Context: an optimization exercise on an open-source flow, tuned for small area, a short achievable clock period and few clock cycles per item. The choices shown serve that exercise and are no tape-out recipe. Function was not checked in any run shown here: the RTL went through the layout flow alone. Power figures rest on the tool's default switching activity, not on a simulated workload.

`flow/run.sh`:
```
#!/bin/bash
# Standard synthesis, then the standard layout steps with a tighter setup
# target for the resizer's timing repair (the SDC is unchanged).
set -euo pipefail
bash standard.sh synth > synth.log 2>&1
bash standard.sh SETUP_SLACK_MARGIN=8.5 finish > layout.log 2>&1
```
`standard.sh`:
```
#!/bin/bash
# synth_recipe.tcl (not shown) runs the flow's synth.tcl, then flattens the netlist and writes it again
# the make line also repeats each setting of config.mk as NAME=value (left out here)
make -C /OpenROAD-flow-scripts/flow DESIGN_CONFIG=/design/flow/config.mk WORK_HOME=/design/flow/orfs CLKGATE_MAP_FILE= SYNTH_SCRIPT=/design/flow/synth_recipe.tcl "${@:-finish}"
```
`config.mk`:
```
export PLATFORM = sky130hd
export DESIGN_NAME = mesi_engine
export DESIGN_NICKNAME = mesi_engine
export VERILOG_FILES = /design/flow/design.v
export SDC_FILE = /design/flow/constraint.sdc
export NUM_CORES = 4
export LEC_CHECK = 0
export CAP_MARGIN = 20
export CORE_MARGIN = 2
export CORE_UTILIZATION = 40
export SLEW_MARGIN = 20
```
`constraint.sdc`:
```
create_clock -name core_clock -period 12.0 [get_ports {clk}]
set_input_delay 2.4000 -clock core_clock [delete_from_list [all_inputs] [get_ports {clk}]]
set_output_delay 2.4000 -clock core_clock [all_outputs]
set_load 0.01 [all_outputs]
```
`design.v`:
```
module mesi_engine (
    input  wire        clk,
    input  wire        rst,             
    input  wire        req_valid,
    output wire        req_ready,
    input  wire [1:0]  req_core,
    input  wire        req_write,       
    input  wire [31:0] req_addr,
    output reg         rsp_valid,
    output reg         rsp_hit,
    output reg  [1:0]  rsp_state,       
    output reg         rsp_evict,       
    output reg         rsp_writeback,   
    output reg  [31:0] rsp_victim_addr, 
    output reg         rsp_upgrade,     
    output reg         rsp_provided,    
    output reg  [1:0]  rsp_source,      
    output reg         rsp_snoop_wb,    
    output reg  [1:0]  rsp_inval,       
    output reg  [7:0]  rsp_stall        
);
    localparam TAG_W = 26;
    localparam [1:0] ST_I = 2'b00, ST_S = 2'b01, ST_E = 2'b10, ST_M = 2'b11;
    assign req_ready = 1'b1;
    reg [TAG_W-1:0] tag_q   [0:63];
    reg [1:0]       state_q [0:63];
    reg [5:0]       lru_q   [0:15];
    reg             lw_v;
    reg [1:0]       lw_c;
    reg [1:0]       lw_s;
    reg [1:0]       lw_w;
    reg [TAG_W-1:0] lw_t;
    reg             v1;
    reg [1:0]       c1;
    reg             w1;
    reg [TAG_W-1:0] t1;
    reg [1:0]       s1;
    always @(posedge clk) begin
        v1 <= !rst && req_valid;
        c1 <= req_core;
        w1 <= req_write;
        t1 <= req_addr[31:6];
        s1 <= req_addr[5:4];
    end
    reg             v2;
    reg [1:0]       c2;
    reg             w2;
    reg [TAG_W-1:0] t2;
    reg [1:0]       s2;
    reg [15:0]      m2;         
    reg [TAG_W-1:0] own2 [0:3]; 
    reg             ss2;        
    reg [3:0]       c2oh;       
    reg             st2;        
    reg [1:0]       sq2  [0:15]; 
    reg [5:0]       lq2  [0:3];  
    reg [TAG_W-1:0] lt [0:15];
    integer i;
    always @* begin
        for (i = 0; i < 16; i = i + 1)
            lt[i] = tag_q[{i[3:2], s1, i[1:0]}];
    end
    always @(posedge clk) begin
        v2  <= !rst && v1;
        c2  <= c1;
        w2  <= w1;
        t2  <= t1;
        s2  <= s1;
        for (i = 0; i < 16; i = i + 1)
            m2[i] <= (lw_v && lw_s == s1 && lw_c == i[3:2] && lw_w == i[1:0]) ?
                     (lw_t == t1) : (lt[i] == t1);
        for (i = 0; i < 4; i = i + 1)
            own2[i] <= lt[{c1, i[1:0]}];
        ss2 <= (s1 == s2);
        c2oh <= 4'b0001 << c1;
        st2 <= (t1 == t2);
    end
    reg [1:0]  st   [0:15];    
    reg [15:0] vm;             
    reg [1:0]  pst  [0:3];     
    reg        hit;
    reg [1:0]  hit_way;
    reg [1:0]  hit_state;
    reg        found_inv;
    reg [1:0]  victim;
    reg [1:0]  victim_state;
    reg [5:0]  lru;
    reg [3:0]  vic [0:3];
    reg [3:0]  vic_oh;
    reg [TAG_W-1:0] vtag;
    reg        provided;
    reg [1:0]  source;
    reg        snoop_wb;
    reg [1:0]  copies;
    reg [1:0]  new_state;
    reg [1:0]  touch_way;
    reg [7:0]  stall;
    reg        upgrade;
    reg [1:0]  nst  [0:15];    
    reg [5:0]  nlru;
    integer c, w;
    always @* begin
        for (i = 0; i < 16; i = i + 1) begin
            st[i] = sq2[i];
            vm[i] = (st[i] != ST_I) &&
                    ((lw_v && ss2 && lw_c == i[3:2] && lw_w == i[1:0]) ? st2 : m2[i]);
        end
        for (c = 0; c < 4; c = c + 1) begin
            pst[c] = ST_I;
            for (w = 0; w < 4; w = w + 1)
                if (vm[c*4+w])
                    pst[c] = pst[c] | st[c*4+w];
        end
        hit       = 1'b0;
        hit_way   = 2'd0;
        for (w = 0; w < 4; w = w + 1)
            if (vm[{c2, w[1:0]}]) begin
                hit     = 1'b1;
                hit_way = hit_way | w[1:0];
            end
        hit_state = pst[c2];
        for (c = 0; c < 4; c = c + 1) begin
            lru = lq2[c];
            if (st[c*4+0] == ST_I)      vic[c] = 4'b0001;
            else if (st[c*4+1] == ST_I) vic[c] = 4'b0010;
            else if (st[c*4+2] == ST_I) vic[c] = 4'b0100;
            else if (st[c*4+3] == ST_I) vic[c] = 4'b1000;
            else vic[c] = {lru[2] & lru[4] & lru[5],
                           lru[1] & lru[3] & !lru[5],
                           lru[0] & !lru[3] & !lru[4],
                           !lru[0] & !lru[1] & !lru[2]};
        end
        vic_oh = 4'b0000;
        for (c = 0; c < 4; c = c + 1)
            if (c2oh[c]) vic_oh = vic_oh | vic[c];
        victim = {vic_oh[3] | vic_oh[2], vic_oh[3] | vic_oh[1]};
        victim_state = ST_I;
        vtag = {TAG_W{1'b0}};
        for (w = 0; w < 4; w = w + 1)
            if (vic_oh[w]) begin
                victim_state = victim_state | st[{c2, w[1:0]}];
                vtag = vtag | own2[w];
            end
        lru = 6'd0;
        for (c = 0; c < 4; c = c + 1)
            if (c2oh[c]) lru = lru | lq2[c];
        provided = 1'b0;
        source   = 2'd0;
        snoop_wb = 1'b0;
        copies   = 2'd0;
        if (!hit) begin
            for (c = 0; c < 4; c = c + 1) begin
                if (c != c2 && pst[c] != ST_I) begin
                    copies = copies + 2'd1;
                    if (pst[c] == ST_M)
                        snoop_wb = 1'b1;
                    if (!provided && (!w2 || pst[c] == ST_M)) begin
                        provided = 1'b1;
                        source   = c[1:0];
                    end
                end
            end
        end
        upgrade = hit && w2 && hit_state == ST_S;
        if (hit) begin
            new_state = w2 ? ST_M : hit_state;
            touch_way = hit_way;
            stall     = 8'd0;
        end else begin
            new_state = w2 ? ST_M : (provided ? ST_S : ST_E);
            touch_way = victim;
            stall     = (victim_state == ST_M ? 8'd100 : 8'd0) +
                        (provided ? 8'd8 : 8'd100);
        end
        for (i = 0; i < 16; i = i + 1) begin
            nst[i] = st[i];
            if (i[3:2] == c2) begin
                if (i[1:0] == touch_way)
                    nst[i] = new_state;
            end else if (vm[i]) begin
                if (!hit)
                    nst[i] = w2 ? ST_I : ST_S;    
                else if (upgrade)
                    nst[i] = ST_I;                
            end
        end
        nlru = lru;
        case (touch_way)
            2'd0: begin nlru[0] = 1'b1; nlru[1] = 1'b1; nlru[2] = 1'b1; end
            2'd1: begin nlru[0] = 1'b0; nlru[3] = 1'b1; nlru[4] = 1'b1; end
            2'd2: begin nlru[1] = 1'b0; nlru[3] = 1'b0; nlru[5] = 1'b1; end
            default: begin nlru[2] = 1'b0; nlru[4] = 1'b0; nlru[5] = 1'b0; end
        endcase
    end
    integer l;
    always @(posedge clk) begin
        if (rst) begin
            for (l = 0; l < 64; l = l + 1)
                state_q[l] <= ST_I;
        end else if (v2) begin
            for (i = 0; i < 16; i = i + 1)
                state_q[{i[3:2], s2, i[1:0]}] <= nst[i];
        end
        if (v2) begin
            lru_q[{c2, s2}] <= nlru;
        end
        lw_v <= !rst && v2 && !hit;
        lw_c <= c2;
        lw_s <= s2;
        lw_w <= victim;
        lw_t <= t2;
        if (lw_v)
            tag_q[{lw_c, lw_s, lw_w}] <= lw_t;
        rsp_valid       <= !rst && v2;
        rsp_hit         <= hit;
        rsp_state       <= new_state;
        rsp_evict       <= !hit && victim_state != ST_I;
        rsp_writeback   <= !hit && victim_state == ST_M;
        rsp_victim_addr <= {vtag, s2, 4'b0000};
        rsp_upgrade     <= upgrade;
        rsp_provided    <= provided;
        rsp_source      <= source;
        rsp_snoop_wb    <= snoop_wb;
        rsp_inval       <= hit ? {1'b0, upgrade} : (w2 ? copies : 2'd0);
        rsp_stall       <= stall;
    end
    always @(posedge clk) begin
        for (i = 0; i < 16; i = i + 1)
            sq2[i] <= (v2 && s1 == s2) ? nst[i] : state_q[{i[3:2], s1, i[1:0]}];
        for (c = 0; c < 4; c = c + 1)
            lq2[c] <= (v2 && s1 == s2 && c2 == c[1:0]) ? nlru : lru_q[{c[1:0], s1}];
    end
endmodule
```
==> impl_metrics.tcl, run 1 <==
set metrics [dict create \
    internal_power_mw 13.0 \
    p_switching_mw 4.11 \
    vias 48500 \
    finalNetCount 5071 \
    ys.flop_type "edfxtp_1" \
    finalSetupViolations 0 \
    clock_latency_ns 0.88 \
    drc 0 \
    synth_area_mm2 0.0877 \
    clock_sinks 2187 \
    final_common_cell "edfxtp_1" \
    core-area_mm2 0.218 \
    status "complete, no violations" \
    hold_ws_ns 0.336 \
    die_x_um 472 \
    post-route-period-util 0.333 \
    hp-class "flop to flop" \
    synth_warnings 9 \
    fin_cells 8073 \
    cellPowerDensity_mw_per_mm2 163 \
    grt_overflow 0 \
    dp_cells 7485 \
    p_clk_frac 0.406 \
    fmax_mhz 250 \
    cp-start-kind "flop" \
    min_period_ns 3.99 \
    clk_pin_slew_worst_paths_ns 0.06 \
    place.gp.congestion 0.936 \
    p_comb_frac 0.095 \
    root_buffer "clkbuf_16" \
    critical_path_arrival_ns 4.51 \
    path_max_fanout 8 \
    io_pins 92 \
    syn2layout_area_growth_pct 19.3 \
    drive_above_1_share 0.335 \
    synth_cell_type_count 85 \
    avgViaCountPerCell 6.01 \
    first_pass_iters 6 \
    report.final.slew_viol_count 0 \
    synth-edff-count 1888 \
    fin_ws_ns 8.01 \
    postCtsHoldBufs 0 \
    p_sw_frac 0.241 \
    syn_avg_cell_area_um2 18.8 \
    placementRows 171 \
    grt_antenna_before_repair 10 \
    ys_ff_latch 2187 \
    grt_pass1_wl_mm 370 \
    antenna_left 0 \
    max-vdd-ir-drop_mv 0.162 \
    initial_core_util 0.403 \
    rrSetupSlack_ns 8.01 \
    dp_hpwl_mm 162 \
    final_cell_mix "edfxtp_1, mux4_2, xor2_1, clkbuf_16, dfxtp_1" \
    grt_pass1_vias 47300 \
    async_flop_share 0 \
    numCtsBuffers 217 \
    die-area_mm2 0.223 \
    seq_power_share 0.499 \
    grt_setup_unrepaired "yes" \
    fin_util 0.480 \
    synth-seq-area-share 0.715 \
    pre_cts_ws_ns 6.76 \
    drt_iter0_markers 6009 \
    cp-end-kind "flop" \
    setup_tns_ns 0 \
    finalPower_mw 17.1 \
    cp.required_ns 12.51 \
    max_cap_violations 0 \
    power_leakage_nw 33.5 \
    fp.dieH_um 472 \
    fin_area_mm2 0.105 \
    dpl_cell_area_mm2 0.0930 \
    grt_max_degree 89 \
    tightestPinTransition_ns 1.13 \
    grt_use_total 0.236 \
    cts_tree "built" \
    netlist_instances 4660 \
    crit_type "flop to flop" \
    port_buffers 80 \
    wirelength_mm 269 \
    clk_path_buf_depth 3 \
    skew_ns 0.102 \
    htree_levels 4 \
    finalHoldViolCount 0 \
    wl_per_cell_um 33.3 \
    slew_headroom 0.248 \
]
==> registers in the layout, summed over array words and instances, names as in the netlist, 4 cells and up <==
name and cells:
tag_q 1664, state_q 128, own2 104, lru_q 96, sq2 32, rsp_victim_addr 27
lw_t 26, t1 26, t2 26, m2 16, rsp_stall 5, c2oh 4
==> area by class of cell <==
type | count | area (µm²)
clock buffers | 300 | 6100
flip-flops and latches | 2187 | 62800
inverters | 21 | 100
diodes | 2 | 5.00
multi-input cells | 2182 | 26100
repair buffers | 414 | 4510
well taps | 2854 | 3570
fillers | 17700 | 113000
clock inverters | 113 | 1300
==> synth_stat cells, drive strengths merged (26+ instances only) <==
cell type | instances | share of area
edfxtp | 1888 | 0.65
mux4 | 584 | 0.15
xor2 | 325 | 0.032
dfxtp | 299 | 0.068
clkbuf | 183 | 0.0078
nor2 | 179 | 0.0077
nand2 | 178 | 0.0076
xnor2 | 151 | 0.015
nor4 | 100 | 0.0072
buf | 97 | 0.0046
o22ai | 83 | 0.0059
o21ai | 77 | 0.0046
nand4 | 73 | 0.0053
a22oi | 60 | 0.0051
nand3 | 47 | 0.0027
a21oi | 26 | 0.0015
==> worst paths after layout <==
| check | from | endpoint | depth (start not counted) |
|---|---|---|---|
| setup reg to reg | s2[0]$_DFF_P_ | state_q[12][1]$_SDFFCE_PN0P_ | 17 |
| hold / removal | w1$_DFF_P_ | w2$_DFF_P_ | 0 |
| hold reg to reg | w1$_DFF_P_ | w2$_DFF_P_ | 0 |
| setup / recovery | s2[0]$_DFF_P_ | state_q[12][1]$_SDFFCE_PN0P_ | 17 |
==> what timing repair did <==
item	CTS	global route
gates resized for setup	532	199
endpoints found under the setup margin	513	426
pin swaps	97	72
cloned	14	5
setup buffers	116	34
==> worst max-delay path, stage by stage (launching register included) <==
cell and delay, ns:
dfxtp_4 0.40, buf_12 0.14, buf_6 0.10, mux4_2 0.55, a31oi_4 0.19, nor4_2 0.05, or4_4 0.57, buf_12 0.15
or2_4 0.27, a21oi_4 0.19, buf_6 0.14, buf_4 0.11, ha_4 0.27, buf_6 0.14, nand2_4 0.04, o211ai_1 0.10
buf_4 0.18, o22ai_1 0.09
==> cell families after synthesis <==
logic type	count (synthesis)	synth area share
compound gates	406	0.0323
other cells	2	0.0000857
buf+inv	301	0.0134
flops	2187	0.715
mux	598	0.152
xor+xnor	476	0.0476
simple gates	677	0.0381
fa+ha+maj	13	0.00177
==> power by group through the flow <==
stage                     logic, mW  registers, mW  clock network [mW]
final                          1.63           8.51                6.93
after global routing           1.68           8.51                7.32
after CTS                      1.52           8.50                7.02
after detailed placement       1.32           8.66                   0
after global placement         1.31           8.66                   0
after floorplan               0.697           8.66                   0
==> layer usage <==
| layer | track usage | vias up | wire [µm] |
|---|---|---|---|
| li1 | - | 19600 | - |
| met1 | 0.333 | 25900 | 108000 |
| met2 | 0.365 | 2549 | 125000 |
| met3 | 0.0440 | 413 | 24800 |
| met4 | 0.0905 | 0 | 11400 |
| met5 | 0 | - | 0 |
==> run 2: changes to the inputs <==
--- a/design.v
+++ b/design.v
@@ -24,5 +24,5 @@
     assign req_ready = 1'b1;
-    reg [TAG_W-1:0] tag_q   [0:63];
-    reg [1:0]       state_q [0:63];
-    reg [5:0]       lru_q   [0:15];
+    reg [TAG_W*64-1:0] tag_q;
+    reg [2*64-1:0]     state_q;
+    reg [6*16-1:0]     lru_q;
     reg             lw_v;
@@ -57,6 +57,11 @@
     reg [TAG_W-1:0] lt [0:15];
-    integer i;
+    integer i, k;
     always @* begin
         for (i = 0; i < 16; i = i + 1)
-            lt[i] = tag_q[{i[3:2], s1, i[1:0]}];
+        begin
+            lt[i] = {TAG_W{1'b0}};
+            for (k = 0; k < 4; k = k + 1)
+                if (s1 == k[1:0])
+                    lt[i] = tag_q[{i[3:2], k[1:0], i[1:0]}*TAG_W +: TAG_W];
+        end
     end
@@ -198,9 +203,13 @@
             for (l = 0; l < 64; l = l + 1)
-                state_q[l] <= ST_I;
+                state_q[l*2 +: 2] <= ST_I;
         end else if (v2) begin
             for (i = 0; i < 16; i = i + 1)
-                state_q[{i[3:2], s2, i[1:0]}] <= nst[i];
+                for (k = 0; k < 4; k = k + 1)
+                    if (s2 == k[1:0])
+                        state_q[{i[3:2], k[1:0], i[1:0]}*2 +: 2] <= nst[i];
         end
         if (v2) begin
-            lru_q[{c2, s2}] <= nlru;
+            for (k = 0; k < 16; k = k + 1)
+                if ({c2, s2} == k[3:0])
+                    lru_q[k*6 +: 6] <= nlru;
         end
@@ -212,3 +221,5 @@
         if (lw_v)
-            tag_q[{lw_c, lw_s, lw_w}] <= lw_t;
+            for (k = 0; k < 64; k = k + 1)
+                if ({lw_c, lw_s, lw_w} == k[5:0])
+                    tag_q[k*TAG_W +: TAG_W] <= lw_t;
         rsp_valid       <= !rst && v2;
@@ -226,7 +237,23 @@
     end
+    reg [1:0] sr [0:15];
+    reg [5:0] lr [0:3];
+    always @* begin
+        for (i = 0; i < 16; i = i + 1) begin
+            sr[i] = ST_I;
+            for (k = 0; k < 4; k = k + 1)
+                if (s1 == k[1:0])
+                    sr[i] = state_q[{i[3:2], k[1:0], i[1:0]}*2 +: 2];
+        end
+        for (c = 0; c < 4; c = c + 1) begin
+            lr[c] = 6'd0;
+            for (k = 0; k < 4; k = k + 1)
+                if (s1 == k[1:0])
+                    lr[c] = lru_q[{c[1:0], k[1:0]}*6 +: 6];
+        end
+    end
     always @(posedge clk) begin
         for (i = 0; i < 16; i = i + 1)
-            sq2[i] <= (v2 && s1 == s2) ? nst[i] : state_q[{i[3:2], s1, i[1:0]}];
+            sq2[i] <= (v2 && s1 == s2) ? nst[i] : sr[i];
         for (c = 0; c < 4; c = c + 1)
-            lq2[c] <= (v2 && s1 == s2 && c2 == c[1:0]) ? nlru : lru_q[{c[1:0], s1}];
+            lq2[c] <= (v2 && s1 == s2 && c2 == c[1:0]) ? nlru : lr[c];
     end
==> run 2 against run 1 <==
Against the previous run:
- clock-buffer cell count rose by 10
- clock power increased by 2%
- power shrank 2.0%
- die area increased by 0.92%
- final area about the same
==> impl_metrics.tcl, run 2 <==
set metrics [dict create \
    drc 0 \
    reg2reg_depth 16 \
    grt_overflow 0 \
    critical_path_arrival_ns 4.51 \
    cellPowerDensity_mw_per_mm2 160 \
    final_common_cell "edfxtp_1" \
    final_cell_mix "edfxtp_1, mux4_2, dfxtp_1, xor2_1, clkbuf_16" \
    placementRows 172 \
    grt_use_met3 0.0442 \
    ys.flop_type "edfxtp_1" \
    use_met2 0.373 \
    fin_ws_ns 8.13 \
    ys_ff_latch 2211 \
    largestRegisters "tag_q x1664, state_q x128, own2 x104" \
    yosys.area_share.simple 0.0423 \
    path_max_fanout 7 \
    wl_per_cell_um 33.1 \
    avgViaCountPerCell 6.02 \
    async_flop_share 0 \
    initial_core_util 0.403 \
    synth_fa_ha_area_frac 0.00201 \
    r2r_end "state_q[78]$_SDFFE_PP0P_" \
    tightestPinTransition_ns 1.29 \
    top_register "tag_q" \
    synth_xor_area_frac 0.0471 \
    whs_endpoint "w2$_DFF_P_" \
    fmax_mhz 259 \
    synth.top_cells.by_count "edfxtp_1, mux4_2, dfxtp_1, xor2_1, nor2_1" \
    slew_headroom 0.141 \
    numCtsBuffers 224 \
    htree_levels 4 \
    pre_cts_ws_ns 6.31 \
    synth.area.top_cells "edfxtp_1, mux4_2, dfxtp_1" \
    grt_use_total 0.242 \
    max_stage_delay_ns 0.47 \
    clock_latency_ns 0.88 \
    synth-edff-count 1760 \
    io_pins 92 \
    synth_top_family_by_area "multiplexers" \
    vias 50400 \
    die_x_um 474 \
    cp-end-kind "flop" \
    crit_type "flop to flop" \
    clk_pin_slew_worst_paths_ns 0.06 \
    min_period_ns 3.87 \
    hold_ws_ns 0.327 \
    root_buffer "clkbuf_16" \
    netlist_instances 4909 \
    grt_antenna_before_repair 12 \
    rrSetupSlack_ns 8.13 \
    fillCellCount 18300 \
    synth_area_leader_cell "edfxtp_1" \
    first_pass_iters 10 \
    synth_area_mm2 0.0885 \
    finalHoldViolCount 0 \
    synth_warnings 11 \
    syn_avg_cell_area_um2 18.0 \
    clk_path_buf_depth 3 \
    skew_ns 0.0837 \
    grt_setup_unrepaired "yes" \
    place.gp.congestion 0.925 \
    synth_cell_type_count 97 \
    grt.busiest_layer "met2" \
    synth-seq-area-share 0.699 \
    wirelength_mm 276 \
    hp-class "flop to flop" \
    post-route-period-util 0.322 \
    fin_cells 8363 \
    min_from "w1$_DFF_P_" \
    max_cap_violations 0 \
    largest_register_ffs 1664 \
    worstReg2RegStart "lw_w[1]$_DFF_P_" \
    dp_hpwl_mm 168 \
    netlist.area_leader.share 0.597 \
    drive_above_1_share 0.321 \
    grt_max_degree 114 \
    status "complete, no violations" \
    crit_chain "or2_4 > o21ai_4 > a21oi_4 > mux4_2 > or3b_4 > nor2_4 > inv_8 > o21a_4 > inv_4 > ha_4 > nor3b_2 > a41o_1 > a21o_1 > a221oi_4 > buf_6 > a211oi_2" \
    syn2layout_area_growth_pct 18.3 \
    max-vdd-ir-drop_mv 0.150 \
    clock_sinks 2211 \
    drt_iter0_markers 6965 \
    cp-start-kind "flop" \
    synth_compound_area_frac 0.0398 \
    synth_mux_area_frac 0.154 \
    power_leakage_nw 33.3 \
    grt_pass1_wl_mm 383 \
    finalNetCount 5251 \
    core-area_mm2 0.220 \
    cts_tree "built" \
    yosysMostFrequentCell "edfxtp_1" \
    antenna_left 0 \
    port_buffers 80 \
    grt_pass1_vias 49000 \
    die-area_mm2 0.225 \
    hold_depth 0 \
    fp.dieH_um 474 \
    report.final.slew_viol_count 0 \
    setup_tns_ns 0 \
    dp_cells 7778 \
    cp.required_ns 12.65 \
    grt_use_met1 0.340 \
    crit_slowest_cell "mux4_2" \
    finalSetupViolations 0 \
]
[run 2: repair_timing]
action	CTS	global route
resized for setup	577	108
setup endpoints to repair	438	307
hold buffers	0	0
pin swaps	112	61
gates cloned	14	1
buffers inserted	110	28
[run 2: stage by stage]
stage | cell area (µm²) | utilization | total power, mW
6_report | 105000 | 0.476 | 16.7
3_5_place_dp | 93500 | 0.425 | 9.67
2_1_floorplan | 88600 | - | 9.19
3_3_place_gp | 93400 | 0.425 | 9.66
4_1_cts | 104000 | 0.472 | 16.8
5_1_grt | 105000 | 0.476 | 17.1
[run 2: worst max-delay path: cells and delay by family, from the launching register on]
family | cells | cell delay (ns)
fa+ha+maj | 1 | 0.17
buf+inv | 3 | 0.31
compound gates | 7 | 1.29
mux | 1 | 0.47
flops | 1 | 0.38
simple gates | 4 | 1.02
[run 2: kinds of logic after synthesis]
kind of cell / count (synthesis)
compound gates: 474
buf+inv: 344
mux: 627
simple gates: 760
flops: 2211
fa+ha+maj: 15
other cells: 2
xor+xnor: 476
[run 2: cell type report]
type                            instances  area (µm²)  share of cell area
Sequential cell                      2211       62000               0.593
Multi-Input combinational cell       2367       27500               0.263
Clock buffer                          310        6390              0.0611
Tap cell                             2958        3700              0.0354
Timing Repair Buffer                  373        3690              0.0353
Clock inverter                        115        1160              0.0111
Inverter                               25         114             0.00109
Antenna cell                            4        10.0           0.0000957
[run 2: power by group]
part / internal (mW) / switching [mW] / leakage, nW
combinational: 0.432 / 0.740 / 10.1
sequential: 8.36 / 0.106 / 19.6
clock: 4.01 / 3.07 / 3.70
total: 12.8 / 3.91 / 33.3
[run 2: layer usage]
layer | wire (µm) | part of all wire
met5 | 45 | 0.00016
met4 | 13300 | 0.048
met3 | 23100 | 0.084
met2 | 127000 | 0.46
met1 | 113000 | 0.41
[run 2: worst max-delay path by stage]
stage	start	to	slack, ns	cells after the start
2_1_floorplan	lw_w[1]$_DFF_P_	state_q[70]$_SDFFE_PP0P_	8.50	17
3_3_place_gp	lw_v$_DFF_P_	state_q[42]$_SDFFE_PP0P_	6.41	15
3_5_place_dp	lw_v$_DFF_P_	state_q[58]$_SDFFE_PP0P_	6.31	15
4_1_cts	lw_s[0]$_DFF_P_	rsp_victim_addr[4]	8.17	1
5_1_grt	lw_w[1]$_DFF_P_	state_q[56]$_SDFFE_PP0P_	8.07	17
6_report	lw_w[1]$_DFF_P_	state_q[78]$_SDFFE_PP0P_	8.13	16
==> run 3: changes to the inputs <==
==> flow/run.sh (replaced) <==
#!/bin/bash
# Standard synthesis, then the standard layout steps with a tighter setup
# target for the resizer's timing repair (the SDC is unchanged) and a
# clock tree without dummy loads.
set -euo pipefail
bash standard.sh synth > synth.log 2>&1
bash standard.sh SETUP_SLACK_MARGIN=8.5 \
  "CTS_ARGS=-sink_clustering_enable -repair_clock_nets -dont_use_dummy_load" \
  finish > layout.log 2>&1
==> run 3 against run 2 <==
Against the previous run:
- non-clock buffer count rose by 16
- power fell by 6.9%
- global-route usage fell by 0.11 points
- first-iteration DRC count fell by 4.1%
- die area did not move
- critical endpoint unchanged
- maximum frequency fell by 1.2%
- highest routed layer unchanged
- utilization fell by 0.81 points
- critical path depth did not move
- clock skew rose by 0.044 ns
==> impl_metrics.tcl, run 3 <==
set metrics [dict create \
    initial_core_util 0.403 \
    seq_power_share 0.544 \
    cts_tree "built" \
    final_cell_mix "edfxtp_1, mux4_2, dfxtp_1, xor2_1, clkbuf_16" \
    hp-class "flop to flop" \
    finalNetCount 5268 \
    grt_pass1_wl_mm 381 \
    clock_sinks 2211 \
    synth_warnings 11 \
    drive_above_1_share 0.307 \
    yosysMostFrequentCell "edfxtp_1" \
    cp.required_ns 12.60 \
    hold_depth 0 \
    synth_top_family_by_area "multiplexers" \
    synth_xor_area_frac 0.0471 \
    synth-seq-area-share 0.699 \
    root_buffer "clkbuf_16" \
    p_switching_mw 3.52 \
    p_comb_frac 0.076 \
    skew_ns 0.128 \
    syn_avg_cell_area_um2 18.0 \
    largest_register_ffs 1664 \
    grt_overflow 0 \
    synth_mux_area_frac 0.154 \
    p_clk_frac 0.380 \
    pre_cts_ws_ns 6.31 \
    dp_hpwl_mm 168 \
    fin_ws_ns 8.09 \
    die_x_um 474 \
    max-vdd-ir-drop_mv 0.137 \
    clk_path_buf_depth 3 \
    clock_latency_ns 0.88 \
    netlist_instances 4909 \
    finalHoldViolCount 0 \
    post-route-period-util 0.326 \
    power_leakage_nw 32.5 \
    drc 0 \
    core-area_mm2 0.220 \
    critical_path_arrival_ns 4.51 \
    yosys.area_share.simple 0.0423 \
    cellPowerDensity_mw_per_mm2 151 \
    grt_max_degree 114 \
    slew_headroom 0.214 \
    avgViaCountPerCell 6.14 \
    grt_use_total 0.241 \
    report.final.slew_viol_count 0 \
    io_pins 92 \
    first_pass_iters 8 \
    grt_antenna_before_repair 14 \
    synth_compound_area_frac 0.0398 \
    synth_area_leader_cell "edfxtp_1" \
    synth_area_mm2 0.0885 \
    final_common_cell "edfxtp_1" \
    grt_setup_unrepaired "yes" \
    antenna_left 0 \
    synth-edff-count 1760 \
    tightestPinTransition_ns 1.18 \
    port_buffers 80 \
    internal_power_mw 12.0 \
    numCtsBuffers 224 \
    synth_cell_type_count 97 \
    wl_per_cell_um 33.7 \
    synth.area.top_cells "edfxtp_1, mux4_2, dfxtp_1" \
    finalSetupViolations 0 \
    largestRegisters "tag_q x1664, state_q x128, own2 x104" \
    vias 50200 \
    syn2layout_area_growth_pct 16.3 \
    max_cap_violations 0 \
    cp-end-kind "flop" \
    wirelength_mm 276 \
    cp-start-kind "flop" \
    reg2reg_depth 16 \
    async_flop_share 0 \
    clk_pin_slew_worst_paths_ns 0.06 \
    placementRows 172 \
    drt_iter0_markers 6682 \
    min_period_ns 3.91 \
    die-area_mm2 0.225 \
    ys_ff_latch 2211 \
    ys.flop_type "edfxtp_1" \
    fp.dieH_um 474 \
    grt_pass1_vias 48700 \
    fmax_mhz 256 \
    crit_type "flop to flop" \
    status "complete, no violations" \
    setup_tns_ns 0 \
    p_sw_frac 0.226 \
    htree_levels 4 \
    place.gp.congestion 0.925 \
    synth.top_cells.by_count "edfxtp_1, mux4_2, dfxtp_1, xor2_1, nor2_1" \
    top_register "tag_q" \
    path_max_fanout 7 \
    netlist.area_leader.share 0.597 \
    synth_fa_ha_area_frac 0.00201 \
    rrSetupSlack_ns 8.09 \
]
[run 3: cell counts after synthesis]
Identical to the previous run, type by type.
[run 3: routing by layer]
layer | vias to the layer above | global-route usage | share of wire
li1 | 20200 | - | -
met1 | 26700 | 0.338 | 0.41
met2 | 2681 | 0.372 | 0.46
met3 | 570 | 0.0443 | 0.086
met4 | 8 | 0.100 | 0.050
met5 | - | 0 | 0.00020
[run 3: worst max-delay path, cell delays in order (launching register included)]
cell	delay, ns
dfxtp_4	0.37
or2_4	0.33
o21ai_4	0.29
a21oi_4	0.11
mux4_2	0.47
or3b_4	0.44
nor2_4	0.22
inv_8	0.06
o21a_4	0.22
inv_4	0.09
ha_4	0.19
nor3b_2	0.05
a41o_1	0.22
a21o_1	0.20
a221oi_4	0.20
buf_6	0.16
a211oi_2	0.06
[run 3: worst paths after layout]
kind                                                 end             from
worst min register to register           lw_t[4]$_DFF_P_    t2[4]$_DFF_P_
worst max-delay path            state_q[78]$_SDFFE_PP0P_  lw_w[1]$_DFF_P_
worst min-delay path                     lw_t[4]$_DFF_P_    t2[4]$_DFF_P_
worst max register to register  state_q[78]$_SDFFE_PP0P_  lw_w[1]$_DFF_P_
[run 3: stage by stage]
stage | std cells | util | instance area (µm²) | total power, mW | hold slack (ns)
finish | 8178 | 0.468 | 103000 | 15.6 | 0.310
global placement | 7774 | 0.425 | 93400 | 9.66 | 0.322
global route | 8175 | 0.468 | 103000 | 16.0 | 0.320
CTS | 8118 | 0.462 | 102000 | 15.6 | 0.318
floorplan | 4914 | - | 88600 | 9.19 | 0.310
detailed placement | 7778 | 0.425 | 93500 | 9.67 | 0.317
[run 3: area by class of cell]
| cell class | instances | area (µm²) |
|---|---|---|
| diodes | 3 | 7.51 |
| clock buffers | 224 | 5610 |
| fillers | 18400 | 117000 |
| inverters | 25 | 114 |
| multi-input cells | 2368 | 27500 |
| flip-flops and latches | 2211 | 62000 |
| well taps | 2958 | 3700 |
| repair buffers | 389 | 3910 |
[run 3: cells by family (layout without fill, tap and decap cells)]
logic type	Yosys count	count (layout)
AOI/OAI and AO/OA	474	477
muxes	627	630
buffers and inverters	344	638
and+or+nand+nor	760	763
adders and majority gates	15	15
xor gates and xnor gates	476	476
other	2	10
DFF	2211	2211
[run 3: power by group through the flow]
| stage | combinational [mW] | clock [mW] | sequential, mW |
|---|---|---|---|
| after floorplan | 0.587 | 0 | 8.60 |
| after global placement | 1.03 | 0 | 8.63 |
| after detailed placement | 1.04 | 0 | 8.63 |
| after CTS | 1.13 | 5.98 | 8.47 |
| after global routing | 1.22 | 6.26 | 8.47 |
| final | 1.18 | 5.91 | 8.47 |
[run 3: repair_timing]
action	4_1_cts	5_1_grt
pin swaps	97	74
gates resized for setup	538	148
buffers inserted	101	53
setup endpoints to repair	440	320
gates cloned	15	2
hold endpoints to repair	0	0
hold buffers	0	0

==> what the ideal ports hide <==
No port has a modelled driver above. Below, the same layouts with a new extraction and two added sets of constraints.
Step 1, drivers: a clkbuf_16 drives clk and a buf_2 each remaining input, both assumed.
Step 2 moves the port delays by t, midway between the first and last clock arrival at a register: inputs arrive t later, outputs are due t later. That takes back most of the time a late clock gives input paths.
Slacks: no drivers / after step 1 / after step 2; pairs: no drivers / after step 1.
| run | shift t [ns] | slack for setup (ns) | latest minus earliest clock arrival (ns) | slew at the worst register clock pin (ns) |
|---|---|---|---|---|
| run 1 | 0.931 | 8.005 / 8.005 / 7.400 | 0.119 / 0.118 | 0.07 / 0.07 |
| run 2 | 0.927 | 8.133 / 8.133 / 7.862 | 0.090 / 0.090 | 0.07 / 0.07 |
| run 3 | 0.915 | 8.088 / 8.088 / 7.856 | 0.146 / 0.146 | 0.07 / 0.07 |
After both steps every run listed still meets setup and hold. For run 1, which loses most, drivers alone change the setup slack by 0.000 ns; drivers and shift together by -0.605 ns.
